Context: an optimization exercise on an open-source flow, tuned for small area, a short achievable clock period and few clock cycles. The choices shown serve that exercise and are no tape-out recipe. RTL that was checked went through simulation tests only; none was proved equivalent to the original. Power and IR drop assume default switching activity.

Design cfc, start of the top module:
module cfc (
    input  wire         clk,
    input  wire         rst,            
    input  wire         cmd_valid,
    output wire         cmd_ready,
    input  wire [7:0]   cmd_word,
    input  wire         cmd_fmt,        
    input  wire [31:0]  cmd_id,         
    input  wire         cmd_rtr,
    input  wire [3:0]   cmd_dlc,
    input  wire [3:0]   cmd_len,
    input  wire [63:0]  cmd_data,
    input  wire [7:0]   cmd_mode,       
    input  wire [103:0] cmd_image,      
    input  wire [7:0]   cmd_byte,       
    input  wire [31:0]  cmd_cls,        
    input  wire [7:0]   cmd_index,      
    output wire         rsp_valid,
    output wire [3:0]   rsp_result,
    output wire         rsp_frame_some,
    output wire         rsp_fmt,
    output wire [28:0]  rsp_id,
    output wire         rsp_rtr,
    output wire [3:0]   rsp_dlc,
    output reg  [63:0]  rsp_data,
    output wire [103:0] rsp_image,
    output reg  [12:0]  rsp_image_wr,
    output wire [11:0]  rsp_status,
    output wire [7:0]   rsp_mode,
    output wire         rsp_ecc_cap_some,
    output wire [7:0]   rsp_ecc_cap,
    output wire         rsp_alc_cap_some,
    output wire [7:0]   rsp_alc_cap,
    output wire [1:0]   rsp_ecc_errc,
    output wire         rsp_ecc_dir,
    output wire [4:0]   rsp_ecc_seg,
    output wire [4:0]   rsp_ecc_name,
    output wire [4:0]   rsp_alc_bitno,
    output wire [1:0]   rsp_alc_field,
    output wire [4:0]   rsp_alc_idbit,
    output wire [1:0]   rsp_cls,
    output wire [7:0]   rsp_byte,
    output wire         ev_valid,
    output reg  [1:0]   ev_kind,        
    output wire [11:0]  ev_status,
    output wire         ev_completed,
    output wire         cs,
    output wire         bus_req,
    output reg          bus_we,
    output reg  [6:0]   bus_addr,
    output reg  [7:0]   bus_wdata,
    input  wire         bus_ready,
    input  wire [7:0]   bus_rdata,
    input  wire         bus_noresp,
    output wire         reset_pulse
);
Size: about 2100 cells after synthesis, roughly 220 flip-flops.
Settings: LEC_CHECK=0, ABC_AREA=1, CAP_MARGIN=20, CORE_MARGIN=2, CORE_UTILIZATION=40, SETUP_SLACK_MARGIN=5, SLEW_MARGIN=20; clock period 8.0 ns.
standard.sh (not shown) runs the stock make flow with config.mk's settings and CLKGATE_MAP_FILE= SYNTH_SCRIPT=/design/flow/synth_recipe.tcl, a recipe that flattens the netlist after the stock synthesis.
==> flow/flow/run.sh <==
#!/bin/bash
# Layout flow: the standard flow (standard.sh, unchanged synthesis),
# with the port buffers made of sky130_fd_sc_hd__buf_2 cells.
set -o pipefail
export BUFFER_PORTS_ARGS="-buffer_cell sky130_fd_sc_hd__buf_2"
bash standard.sh > standard.log 2>&1
The first run finished clean.
Testbench counts at the start, summed over its fixed seeds: cycles 93,800.
Change:
--- a/flow/design.v
+++ b/flow/design.v
@@ -34,21 +34,29 @@
 endmodule
 module cfc_alc_decode (
     input  wire [4:0] bitno,
     output reg  [1:0] field,   
     output reg  [4:0] idbit    
 );
-    wire le10 = ~bitno[4] & ~(bitno[3] & (bitno[2] | (bitno[1] & bitno[0])));
+    integer c;
     always @(*) begin
-        case (bitno)
-            5'd11:   field = 2'd1;
-            5'd12:   field = 2'd2;
-            5'd31:   field = 2'd3;
-            default: field = 2'd0;
-        endcase
-        idbit = ~bitno - (le10 ? 5'd3 : 5'd1);
+        field = 2'd0;
+        idbit = 5'd0;
+        for (c = 0; c < 32; c = c + 1)
+            if (bitno == c) begin
+                if (c <= 10)
+                    idbit = 28 - c;
+                else if (c == 11)
+                    field = 2'd1;
+                else if (c == 12)
+                    field = 2'd2;
+                else if (c == 31)
+                    field = 2'd3;
+                else
+                    idbit = 30 - c;
+            end
     end
 endmodule
 module cfc_classify (
     input  wire [7:0] sr,
     input  wire [7:0] ewlr,
     input  wire [7:0] rxerr,
@@ -397,13 +405,12 @@
             dec_b[23:16] = {2'b00, ci1[7:2]};
             dec_b[31:24] = {ci1[1:0], ci2[7:5], 3'b000};
             dec_b[95:32] = cmd_image[87:24];
         end
     end
     wire rx_wr = acc & bus_ready & (phase == P_RX_BUF);
-    wire tx_sh = acc & bus_ready & (phase == P_TX_BUF);
     reg  [95:0] img_rx;         
     reg  [95:0] img_rx_en;      
     always @(*) begin
         img_rx    = {12{bus_rdata}};
         img_rx_en = 96'd0;
         if (img_fmt) begin
@@ -423,19 +430,23 @@
         end
     end
     always @(posedge clk) begin
         for (i = 0; i < 96; i = i + 1) begin
             if (cmd_ready)
                 img_b[i] <= sel_img ? dec_b[i] : enc_b[i];
-            else if (tx_sh && i < 88)
-                img_b[i] <= img_b[i+8];
             else if (rx_wr & img_rx_en[i])
                 img_b[i] <= img_rx[i];
         end
     end
-    wire [7:0]   img_next = img_b[7:0];
+    reg  [7:0]   img_next;
+    always @(*) begin
+        img_next = 8'd0;
+        for (i = 0; i < 12; i = i + 1)
+            if (k == i)
+                img_next = img[8*(i+1) +: 8];
+    end
     task automatic go_phase(input [4:0] p, input we, input [6:0] a, input [7:0] d);
         begin
             phase_n     = p;
             bus_we_n    = we;
             bus_addr_n  = a;
             bus_wdata_n = d;
=> Hold slack gains 0.0096 ns; setup slack loses 0.0042 ns; area after synthesis climbs by a few percent; clock-buffer cell count drops by 12; power climbs by a few percent; design area climbs by a few percent; sequential cell count is unchanged; synthesized cell count climbs by about a fifth; global-route usage climbs by 0.45 points; cell count climbs by roughly a tenth; routed wire length climbs by a little under a tenth; core utilization drops by 0.31 points; sequential power is about the same; maximum frequency barely changes.
Only the layout flow was run in the second run of this note; the RTL was not checked for function there.

[afterwards: timing with drivers on the ports]
The flow's constraints put no driver on any port. The routed layouts listed below were extracted and timed again, unchanged, in two steps. Step 1 assumes that a clkbuf_16 drives the clock port and a buf_2 every other input. Step 2 times the ports against the registers' clock, not the clock port: input delays grow and output delays shrink by t, the midpoint of the rising clock arrivals with the driver on. a / b / c = ideal ports / drivers / drivers and shift; a / b = the first two.
run	shift t [ns]	slack for setup (ns)	worst setup path after step 2
the first run	0.613	5.016 / 4.960 / 4.431	input to register
the second run	0.633	5.011 / 4.955 / 4.498	input to register
After both steps setup and hold are still met in every run listed. The setup slack of the first run, which loses most, moves by -0.056 ns with the drivers and by -0.585 ns with both steps.
